Context: an optimization exercise on an open-source flow, tuned for small area, a short achievable clock period and few clock cycles. The choices shown serve that exercise and are no tape-out recipe. Function was checked by simulation only, so behaviour that the tests miss may differ from the original. No activity file was given, so power comes from the tool's default toggle rates.

## old
// rs485_frame_asm
module rs485_frame_asm (
    input  wire         clk,
    input  wire         rst,
    input  wire [255:0] addr_map,
    input  wire         in_valid,
    input  wire [7:0]   in_data,
    output wire         in_ready,
    output wire         out_valid,
    output wire [7:0]   out_data,
    output wire         out_last,
    input  wire         out_ready,
    output wire         idle
);
    localparam integer R  = 264;         
    localparam integer TD = 3;           
    localparam integer NT = R >> TD;
    localparam integer K  = 3;           
    localparam [8:0]   RM = 9'd263;
    function [15:0] crcstep;
        input [15:0] c;
        input [7:0]  b;
        integer i;
        reg [15:0] r;
        begin
            r = c ^ {8'h00, b};
            for (i = 0; i < 8; i = i + 1)
                r = r[0] ? ((r >> 1) ^ 16'hA001) : (r >> 1);
            crcstep = r;
        end
    endfunction
    function [8:0] inc9;
        input [8:0] x;
        inc9 = (x == RM) ? 9'd0 : x + 9'd1;
    endfunction
    function [8:0] dec9;
        input [8:0] x;
        dec9 = (x == 9'd0) ? RM : x - 9'd1;
    endfunction
    function [8:0] subm;
        input [8:0] a;
        input [8:0] b;
        reg [9:0] d;
        begin
            d = {1'b0, a} - {1'b0, b};
            subm = d[9] ? (d[8:0] + 9'd264) : d[8:0];
        end
    endfunction
    reg [8*R-1:0] ring;
  ...
Size in the first run: roughly 2800 flip-flops, ~280 I/O pins, ~79000 sq um of cells after synthesis.
clock: 12.0 ns
lec_check: 0
cap_margin: 20
core_margin: 2
core_utilization: 60
cts_cluster_diameter: 80
cts_cluster_size: 24
place_density: 0.7
slew_margin: 20
synth_memory_max_bits: 4096
standard.sh (not shown) runs the stock make flow with config.mk's settings and CLKGATE_MAP_FILE= SYNTH_SCRIPT=/design/flow/synth_recipe.tcl, a recipe that flattens the netlist after the stock synthesis.
==> flow/flow/run.sh <==
#!/bin/bash
set -euo pipefail
bash standard.sh SETUP_SLACK_MARGIN=8 \
  "BUFFER_PORTS_ARGS=-buffer_cell sky130_fd_sc_hd__buf_1" \
  "CTS_ARGS=-sink_clustering_enable -repair_clock_nets -sink_clustering_size 16 -sink_clustering_max_diameter 60 -dont_use_dummy_load -buf_list sky130_fd_sc_hd__clkbuf_8" \
  finish > standard_flow.log 2>&1
Testbench counts of old, summed over its fixed seeds: cycles 17,077.
## Diff of input files: new against old
diff --git a/flow/design.v b/flow/design.v
--- a/flow/design.v
+++ b/flow/design.v
@@ -2,29 +2,29 @@
     input  wire         clk,
     input  wire         rst,
     input  wire [255:0] addr_map,
     input  wire         in_valid,
     input  wire [7:0]   in_data,
     output wire         in_ready,
     output wire         out_valid,
     output wire [7:0]   out_data,
     output wire         out_last,
     input  wire         out_ready,
     output wire         idle
 );
-    localparam integer R  = 264;         
+    localparam integer R  = 261;         
     localparam integer TD = 3;           
     localparam integer NT = R >> TD;
     localparam integer K  = 3;           
-    localparam [8:0]   RM = 9'd263;
+    localparam [8:0]   RM = 9'd260;
     function [15:0] crcstep;
         input [15:0] c;
         input [7:0]  b;
         integer i;
         reg [15:0] r;
         begin
             r = c ^ {8'h00, b};
             for (i = 0; i < 8; i = i + 1)
                 r = r[0] ? ((r >> 1) ^ 16'hA001) : (r >> 1);
             crcstep = r;
         end
     endfunction
@@ -33,25 +33,25 @@
         inc9 = (x == RM) ? 9'd0 : x + 9'd1;
     endfunction
     function [8:0] dec9;
         input [8:0] x;
         dec9 = (x == 9'd0) ? RM : x - 9'd1;
     endfunction
     function [8:0] subm;
         input [8:0] a;
         input [8:0] b;
         reg [9:0] d;
         begin
             d = {1'b0, a} - {1'b0, b};
-            subm = d[9] ? (d[8:0] + 9'd264) : d[8:0];
+            subm = d[9] ? (d[8:0] + 9'd261) : d[8:0];
         end
     endfunction
     reg [8*R-1:0] ring;
     reg [8:0]     T;              
     reg [255:0]   addr_mask;
     reg [7:0]     ib0, ib1;       
     reg [1:0]     icnt;
     reg           in_ready_r;
     reg [8:0]     wp;             
     reg           pbv;            
     reg [7:0]     pb;
     reg           pia_r;          
Findings:
Taking old as the reference, in new core utilization rose by 0.44 points, length of the first detailed-routing pass in iterations went up by 2.
Diff new and old: post-synthesis share of cell area spent on and, or, nand and nor gates lower in old
Taking old as the reference point, the mean instance size in the synthesized netlist of new falls by about 2.6%.
The run showing the greater total power is new.
Taking old as the reference point, the setup slack of the critical path after layout of new falls by 0.21 ns.
Testbench counts of new, summed over its fixed seeds: cycles 17,074.


Setup of pepper:
rs485_frame_asm, a different RTL version from the one above (not shown whole).
For scale: roughly 2,800 flip-flops, roughly 280 I/O pins.
==> flow/config.mk <==
export PLATFORM = sky130hd
export DESIGN_NAME = rs485_frame_asm
export DESIGN_NICKNAME = rs485_frame_asm
export VERILOG_FILES = /design/flow/design.v
export SDC_FILE = /design/flow/constraint.sdc
export NUM_CORES = 8
export LEC_CHECK = 0
export CAP_MARGIN = 20
export CORE_MARGIN = 2
export CORE_UTILIZATION = 60
export CTS_CLUSTER_DIAMETER = 80
export CTS_CLUSTER_SIZE = 24
export PLACE_DENSITY = 0.7
export SLEW_MARGIN = 20
export SYNTH_MEMORY_MAX_BITS = 4096
==> flow/constraint.sdc <==
create_clock -name core_clock -period 12.0 [get_ports {clk}]
set_input_delay 2.4000 -clock core_clock [delete_from_list [all_inputs] [get_ports {clk}]]
set_output_delay 2.4000 -clock core_clock [all_outputs]
set_load 0.01 [all_outputs]
==> flow/flow/run.sh <==
#!/bin/bash
set -euo pipefail
bash standard.sh SETUP_SLACK_MARGIN=8 \
  "BUFFER_PORTS_ARGS=-buffer_cell sky130_fd_sc_hd__buf_1" \
  "CTS_ARGS=-sink_clustering_enable -repair_clock_nets -sink_clustering_size 24 -sink_clustering_max_diameter 80 -dont_use_dummy_load" \
  finish > standard_flow.log 2>&1
The final layout from pepper, which completed every stage, passed the timing, DRC and antenna checks at the end of the flow.
Testbench counts of pepper, summed over its fixed seeds: cycles 17,061.
[inputs] lagoon vs pepper
--- a/flow/design.v
+++ b/flow/design.v
@@ -29,12 +29,16 @@
         end
     endfunction
     function [8:0] inc9;
         input [8:0] x;
         inc9 = (x == RM) ? 9'd0 : x + 9'd1;
     endfunction
+    function [8:0] dec9;
+        input [8:0] x;
+        dec9 = (x == 9'd0) ? RM : x - 9'd1;
+    endfunction
     function [8:0] subm;
         input [8:0] a;
         input [8:0] b;
         reg [9:0] d;
         begin
             d = {1'b0, a} - {1'b0, b};
@@ -48,14 +52,12 @@
     reg [1:0]     icnt;
     reg           in_ready_r;
     reg [8:0]     wp;             
     reg           pbv;            
     reg [7:0]     pb;
     reg           pia_r;          
-    reg [15:0]    pcrc;           
-    reg [8:0]     prev_slot;
     reg           pins_v;         
     reg [2:0]     pins_q;         
     reg           pdead;          
     reg [K-1:0]   ev;             
     reg [K-1:0]   enk;            
     reg [8:0]     est  [0:K-1];   
@@ -74,13 +76,13 @@
     reg           ef;             
     reg           ov_v;           
     reg [8:0]     ov;
     reg           ovh_v;          
     reg [2:0]     ovh_q;
     reg           ins_v;          
-    reg [8:0]     ins_s, ins_e;
+    reg [8:0]     ins_s;          
     reg [3:0]     ins_b;          
     reg [K-1:0]   ins_nw;         
     reg           resc;           
     reg [8:0]     rs;
     reg           ord_v;          
     reg [8:0]     rd_s, rd_e;
@@ -134,12 +136,13 @@
     wire [7:0] rtap = ring[8*R-1 -: 8];    
     wire live_consume = ~resc & (icnt != 2'd0) & ~ins_v & ~trig_cond & can_write;
     wire resc_consume = resc & (rs == Tn) & (rs != wp) & ~ins_v;
     wire consume = live_consume | resc_consume;
     wire [7:0] cbyte = resc ? rtap : ib0;
     wire [8:0] cslot = resc ? rs : Tn;
+    wire [8:0] prev_slot = dec9(resc ? rs : wp);
     wire       prev_isaddr = pbv & addr_mask[pb];
     reg [K-1:0] e_done, e_pass;
     always @(*) begin
         for (k = 0; k < K; k = k + 1) begin
             e_done[k] = ev[k] & lp_done[k];
             e_pass[k] = e_done[k] & lp_pass[k];
@@ -247,13 +250,13 @@
     end
     reg [15:0] crc_nx [0:K-1];
     reg [K-1:0] done_nx;
     always @(*) begin
         for (k = 0; k < K; k = k + 1) begin
             if (cr_do && free_i == k[1:0]) begin
-                crc_nx[k]  = crcstep(pcrc, cbyte);
+                crc_nx[k]  = ecrc[k];
                 done_nx[k] = 1'b0;
             end else if (consume && ev[k]) begin
                 crc_nx[k]  = crcstep(ecrc[k], cbyte);
                 done_nx[k] = enk[k] & (erem[k] == 9'd2);
             end else begin
                 crc_nx[k]  = ecrc[k];
@@ -316,14 +319,12 @@
                 default: if (live_consume) ib0 <= ib1;
             endcase
             if (live_consume) wp <= inc9(Tn);
             if (consume) begin
                 pbv         <= 1'b1;
                 pb          <= cbyte;
-                pcrc        <= crcstep(16'hFFFF, cbyte);
-                prev_slot   <= cslot;
                 pins_v      <= ins_fast;
                 pins_q      <= qt[2:0];
                 pdead       <= 1'b0;
             end else if (sp_ins) begin
                 pins_v      <= 1'b1;
                 pins_q      <= qt[2:0];
@@ -353,13 +354,13 @@
                 if (e_host_em[k] || tr_kill[k] || (consume && e_done[k]))
                     ev[k] <= 1'b0;
                 if (cr_do && free_i == k[1:0]) begin
                     ev[k]   <= ~tr_v;
                     enk[k]  <= 1'b0;
                     est[k]  <= prev_slot;
-                    ecrc[k] <= crcstep(pcrc, cbyte);
+                    ecrc[k] <= crcstep(crcstep(16'hFFFF, pb), 8'h03);
                     eb[k]   <= ins_fast ? qt1 : qt;
                     ehv[k]  <= nh_v;
                     ehq[k]  <= nh_q;
                     for (j = 0; j < K; j = j + 1) begin
                         older[j*K+k] <= (j != k);
                         older[k*K+j] <= 1'b0;
@@ -394,20 +395,19 @@
             ef <= live_consume ? 1'b0 : (ef | emit);
             if (consume && p1_v && !q_full) begin
                 qs[qt[2:0]] <= est[p1_i];
                 qe[qt[2:0]] <= cslot;
             end else if (sp_ins) begin
                 qs[qt[2:0]] <= ins_s;
-                qe[qt[2:0]] <= ins_e;
+                qe[qt[2:0]] <= prev_slot;
             end
             if (ins_fast || sp_ins) qt <= qt + 4'd1;
             else if (sp_pop) qt <= qt - 4'd1;
             if (emit) qm <= qm + 4'd1;
             if (consume && p1_v) begin
                 ins_s  <= est[p1_i];
-                ins_e  <= cslot;
                 ins_b  <= eb[p1_i];
                 ins_nw <= (nw_p1 | (cr_do ? (1 << free_i) : {K{1'b0}})) &
                           ~(p2_v ? nw_p2 | (1 << p2_i) : {K{1'b0}});
             end else if (ins_v) begin
                 ins_nw <= ins_nw & ~tr_kill;
             end
Slowest cell on the critical path = sky130_fd_sc_hd__edfxtp_1: lagoon; slowest cell on the critical path = sky130_fd_sc_hd__or4_4: pepper
When the final numbers for lagoon and pepper were put side by side, the number of buffers added by the clock tree synthesis step turned out to be smaller in lagoon.
lagoon vs pepper — count of filler cells inserted in the layout climbed slightly
The power share of the clock group in lagoon sits 0.5 points below the value recorded for pepper.
When the final numbers for lagoon and pepper were put side by side, the final critical-path share of the clock period turned out to be smaller in lagoon.
Simple-gate portion of the synthesized area came out higher on lagoon than on pepper.
lagoon vs. pepper: unique cell type count in the Yosys netlist went up by 7.4%.
| area of all placed cells without fillers | lagoon vs pepper | better |
Combinational share of power, lagoon and pepper: lower on pepper
Via count of the first global-routing pass delta (lagoon -> pepper): insignificant
Testbench counts of lagoon, summed over its fixed seeds: cycles 17,061.


Another version of the RTL of rs485_frame_asm (not shown whole).
For scale: about 6600 cells after synthesis, about 2800 flip-flops.
## rs485_frame_asm
module rs485_frame_asm (
    input  wire         clk,
    input  wire         rst,
    input  wire [255:0] addr_map,
    input  wire         in_valid,
    input  wire [7:0]   in_data,
    output wire         in_ready,
    output wire         out_valid,
    output wire [7:0]   out_data,
    output wire         out_last,
    input  wire         out_ready,
    output wire         idle
);
    localparam integer R  = 264;         
    localparam integer TD = 3;           
    localparam integer NT = R >> TD;
    localparam integer K  = 3;           
    localparam [8:0]   RM = 9'd263;
    function [15:0] crcstep;
        input [15:0] c;
        input [7:0]  b;
        integer i;
        reg [15:0] r;
        begin
            r = c ^ {8'h00, b};
            for (i = 0; i < 8; i = i + 1)
                r = r[0] ? ((r >> 1) ^ 16'hA001) : (r >> 1);
            crcstep = r;
        end
    endfunction
    function [8:0] inc9;
        input [8:0] x;
        inc9 = (x == RM) ? 9'd0 : x + 9'd1;
    endfunction
    function [8:0] dec9;
        input [8:0] x;
        dec9 = (x == 9'd0) ? RM : x - 9'd1;
    endfunction
    function [8:0] subm;
        input [8:0] a;
        input [8:0] b;
        reg [9:0] d;
        begin
            d = {1'b0, a} - {1'b0, b};
            subm = d[9] ? (d[8:0] + 9'd264) : d[8:0];
        end
    endfunction
    reg [8*R-1:0] ring;
    reg [8:0]     Tn;             
    reg [8:0]     Tnn;            
    reg [255:0]   addr_mask;
    reg [7:0]     ib0, ib1;       
    reg [1:0]     icnt;
    reg           in_ready_r;
    reg [8:0]     wp;             
    reg           pbv;            
    reg [7:0]     pb;
    reg           pia_r;          
    reg           pins_v;         
    reg [2:0]     pins_q;         
    reg           pdead;          
    reg [K-1:0]   ev;             
    reg [K-1:0]   enk;            
    reg [8:0]     est  [0:K-1];   
    reg [15:0]    ecrc [0:K-1];
    reg [8:0]     erem [0:K-1];   
    reg [3:0]     eb   [0:K-1];   
    reg [K-1:0]   ehv;            
    reg [2:0]     ehq  [0:K-1];   
    reg [K*K-1:0] older;          
  ...
export LEC_CHECK = 0
export ABC_AREA = 1
export CAP_MARGIN = 20
export CORE_MARGIN = 2
export CORE_UTILIZATION = 60
export CTS_CLUSTER_DIAMETER = 80
export CTS_CLUSTER_SIZE = 24
export PLACE_DENSITY = 0.7
export SLEW_MARGIN = 20
export SYNTH_MEMORY_MAX_BITS = 4096
create_clock -name core_clock -period 12.0 [get_ports {clk}]
==> flow/flow/run.sh <==
#!/bin/bash
set -euo pipefail
bash standard.sh SETUP_SLACK_MARGIN=8.25 \
  "BUFFER_PORTS_ARGS=-buffer_cell sky130_fd_sc_hd__buf_1" \
  "CTS_ARGS=-sink_clustering_enable -repair_clock_nets -sink_clustering_size 16 -sink_clustering_max_diameter 60 -dont_use_dummy_load -buf_list sky130_fd_sc_hd__clkbuf_8" \
  finish > standard_flow.log 2>&1
Testbench counts at the start, summed over its fixed seeds: cycles 17,077.
Rerun with:
--- a/flow/design.v
+++ b/flow/design.v
@@ -11,13 +11,13 @@
     input  wire         out_ready,
     output wire         idle
 );
     localparam integer R  = 264;         
     localparam integer TD = 3;           
     localparam integer NT = R >> TD;
-    localparam integer K  = 3;           
+    localparam integer K  = 2;           
     localparam [8:0]   RM = 9'd263;
     function [15:0] crcstep;
         input [15:0] c;
         input [7:0]  b;
         integer i;
         reg [15:0] r;
@@ -186,14 +186,17 @@
         for (k = 0; k < K; k = k + 1) begin
             p2_oh[k] = e_pass[k] & ~p1_oh[k];
             for (j = 0; j < K; j = j + 1)
                 if (j != k && e_pass[j] && !p1_oh[j] && older[j*K+k]) p2_oh[k] = 1'b0;
         end
         p1_v = |p1_oh; p2_v = |p2_oh;
-        p1_i = p1_oh[1] ? 2'd1 : p1_oh[2] ? 2'd2 : 2'd0;
-        p2_i = p2_oh[1] ? 2'd1 : p2_oh[2] ? 2'd2 : 2'd0;
+        p1_i = 2'd0; p2_i = 2'd0;
+        for (k = 0; k < K; k = k + 1) begin
+            if (p1_oh[k]) p1_i = k[1:0];
+            if (p2_oh[k]) p2_i = k[1:0];
+        end
     end
     reg [K-1:0] nw_p1, nw_p2;     
     always @(*) begin
         for (k = 0; k < K; k = k + 1) begin
             nw_p1[k] = (k[1:0] != p1_i) & older[p1_i*K+k];
             nw_p2[k] = (k[1:0] != p2_i) & older[p2_i*K+k];
Effect: Wire length is lower by 8.5%; worst setup slack got worse by 0.012 ns; global-route usage is lower by 1.0 points; maximum frequency is lower by 0.32%; count of clock-buffer cells in the layout is lower by 4; worst hold slack improved by 0.044 ns.
Testbench counts after the change, summed over its fixed seeds: cycles 17,581.

## separate check: timing with driven ports
No port has a modelled driver above. Below, the same layouts with a new extraction and two added sets of constraints. Step 1 sets driving cells, clkbuf_16 on the clock port and buf_2 on the other inputs (assumed; they add their load-dependent delay and slew). Step 2 moves the port delays by t, midway between the first and last clock arrival at a register: inputs arrive t later, outputs are due t later. That takes back most of the time a late clock gives input paths. Three values: ideal, step 1, step 2; two values: the first two.
run	shift t [ns]	setup slack, ns	slew at the worst register clock pin (ns)
old	0.954	8.043 / 8.024 / 7.146	0.10 / 0.10
new	0.973	7.837 / 7.837 / 7.207	0.10 / 0.10
pepper	0.817	7.975 / 7.975 / 7.311	0.09 / 0.09
lagoon	0.820	8.077 / 8.045 / 7.377	0.09 / 0.09
the first run of note 3	0.969	8.203 / 8.124 / 7.412	0.11 / 0.11
the second run of note 3	0.957	8.191 / 8.118 / 7.381	0.11 / 0.11
After both steps every run listed still meets setup and hold. The setup slack of old, which loses most, moves by -0.019 ns with the drivers and by -0.897 ns with both steps.
